This design comes from an exercise in tuning for small area, a short achievable clock period and few clock cycles per item on the open sky130 flow, not from production work. Only simulation tests tie the RTL to the original design; equivalence was not proved. No driver is modelled on the clock port, so clock power and skew are understated where the tree is cut down; a real chip needs a root buffer or a tree. Power figures rest on the tool's default switching activity, not on a simulated workload.

== north ==
## b2bdu_mc_c
module b2bdu_mc_c (
    input  wire       clk,
    input  wire       rst,         
    input  wire       in_valid,
    output wire       in_ready,
    input  wire [7:0] in_pix,      
    input  wire [1:0] in_px,       
    input  wire [1:0] in_py,       
    output wire       out_valid,
    input  wire       out_ready,
    output wire [7:0] out_pix      
);
    reg  [7:0] cur, prev;
    reg        p_v;                
    reg  [3:0] col, row;           
    reg  [1:0] px;                 
    reg  [1:0] py;                 
    reg  [7:0] hu;
    reg        h_v;                
    reg  [1:0] hpy;                
    reg  [7:0] lb [0:7];           
    reg  [7:0] o_pix, s_pix;
    reg        o_v, s_v;
    reg        rdy;                
    assign in_ready  = rdy;
    assign out_valid = o_v;
    assign out_pix   = o_pix;
    wire rdy_c   = ~p_v | ~h_v | ~s_v;     
    wire pop     = o_v & out_ready;
    wire h_go    = h_v & ~s_v;             
    wire h_free  = ~h_v | ~s_v;            
    wire p_go    = p_v & h_free;           
    wire p_h     = (col != 4'd0);          
    wire h_o     = (col == 4'd0) ? (row != 4'd1) : (row != 4'd0);
    wire push    = h_go & h_o;
    wire last    = (col == 4'd8) & (row == 4'd8);
    wire zero    = (col == 4'd0) & (row == 4'd0);
    wire beat0   = p_v ? last : zero;
    wire [7:0] u, d;
    mc_cf u_h (.p(px),  .a(prev),  .b(cur), .y(u));
  ...
Size: ~26 I/O pins, about 5000 µm² of cells after synthesis.
==> flow/config.mk <==
export PLATFORM = sky130hd
export DESIGN_NAME = b2bdu_mc_c
export DESIGN_NICKNAME = b2bdu_mc_c
export VERILOG_FILES = /design/flow/design.v
export SDC_FILE = /design/flow/constraint.sdc
export NUM_CORES = 4
export LEC_CHECK = 0
export CAP_MARGIN = 20
export CORE_MARGIN = 2
export CORE_UTILIZATION = 60
export PLACE_DENSITY = 0.75
export SLEW_MARGIN = 20
==> flow/constraint.sdc <==
create_clock -name core_clock -period 15.0 [get_ports {clk}]
set_input_delay 3.0000 -clock core_clock [delete_from_list [all_inputs] [get_ports {clk}]]
set_output_delay 3.0000 -clock core_clock [all_outputs]
set_load 0.01 [all_outputs]
standard.sh (not shown) runs the stock make flow with config.mk's settings and CLKGATE_MAP_FILE= SYNTH_SCRIPT=/design/flow/synth_recipe.tcl, a recipe that flattens the netlist after the stock synthesis.
==> flow/flow/run.sh <==
#!/bin/bash
# Own layout flow: the standard flow (standard.sh) with these changes:
#  - synthesis is ORFS's synthesis run by standard.sh, with two settings
#    changed: full adders are not extracted into fa/ha cells before ABC
#    (ADDER_MAP_FILE empty), and ABC maps with flow/abc_map.script, an
#    area-recovering mapping (&nf -R 1000), instead of abc_speed.script;
#    registers are mapped exactly as in the standard synthesis;
#  - the port buffers are sky130_fd_sc_hd__buf_1 rather than the default
#    delay buffer, so every port still gets its own buffer;
#  - the clock tree is one level of buffers built by flow/mytree.tcl
#    (see there) instead of TritonCTS's two-level H-tree, followed by a
#    setup repair that aims at 11.3 ns of slack (a 3.7 ns period) rather
#    than 0, so the few slow gates get sized up.
# Each tool's full output stays in orfs/logs; make's output goes to
# synth.log and standard.log in the folder this runs in.
set -euo pipefail
rm -rf myscripts
cp -r "$FLOW_HOME/scripts" myscripts
cp flow/abc_map.script myscripts/abc_speed.script
SCRIPTS_DIR="$PWD/myscripts" ADDER_MAP_FILE= bash standard.sh synth > synth.log 2>&1
export BUFFER_PORTS_ARGS="-buffer_cell sky130_fd_sc_hd__buf_1"
export PRE_CTS_TCL="$PWD/flow/mytree.tcl"
export MY_CTS_NBUF=4
export MY_CTS_BUF=sky130_fd_sc_hd__clkbuf_16
export MY_SETUP_MARGIN=11.3
bash standard.sh > standard.log 2>&1
Other scripts of this flow, unchanged in this note and not shown: flow/flow/abc_map.script, flow/flow/mytree.tcl
Testbench counts of north, summed over its fixed seeds: cycles 38,896, blocks 480.
Setup changes, north to south
diff --git a/flow/config.mk b/flow/config.mk
--- a/flow/config.mk
+++ b/flow/config.mk
@@ -9,4 +9,4 @@
 export CORE_MARGIN = 2
-export CORE_UTILIZATION = 60
-export PLACE_DENSITY = 0.75
+export CORE_UTILIZATION = 40
+export PLACE_DENSITY = 0.6
 export SLEW_MARGIN = 20
--- outcome ---
Measured against each other, north and south differ in sequential share of layout area, the higher figure coming from north. Switching share of power: south vs north, no meaningful difference. As far as count of input and output buffers goes, north and south are indistinguishable; the numbers are identical.
In every run of this note, the design's own scripts or RTL, not TritonCTS, make the clock network.

-- re-timing with driven ports --
The results above use ideal ports. As a check the final layouts listed here were re-extracted and re-timed, cells and wires unchanged.
Step 1 assumes that a clkbuf_16 drives the clock port and a buf_2 every other input.
Step 2 moves the port delays by t, midway between the first and last clock arrival at a register: inputs arrive t later, outputs are due t later. That takes back most of the time a late clock gives input paths.
Three values: no drivers, after step 1, after step 2; two values: the first two.
run	t (ns)	slack for setup (ns)	worst hold slack (ns)
north	0.248	11.282 / 11.199 / 11.151	0.427 / 0.427 / 0.427
south	0.246	11.310 / 11.230 / 11.150	0.428 / 0.428 / 0.428
After both steps every run listed still meets setup and hold. The setup slack of south, which loses most, moves by -0.080 ns with the drivers and by -0.160 ns with both steps.
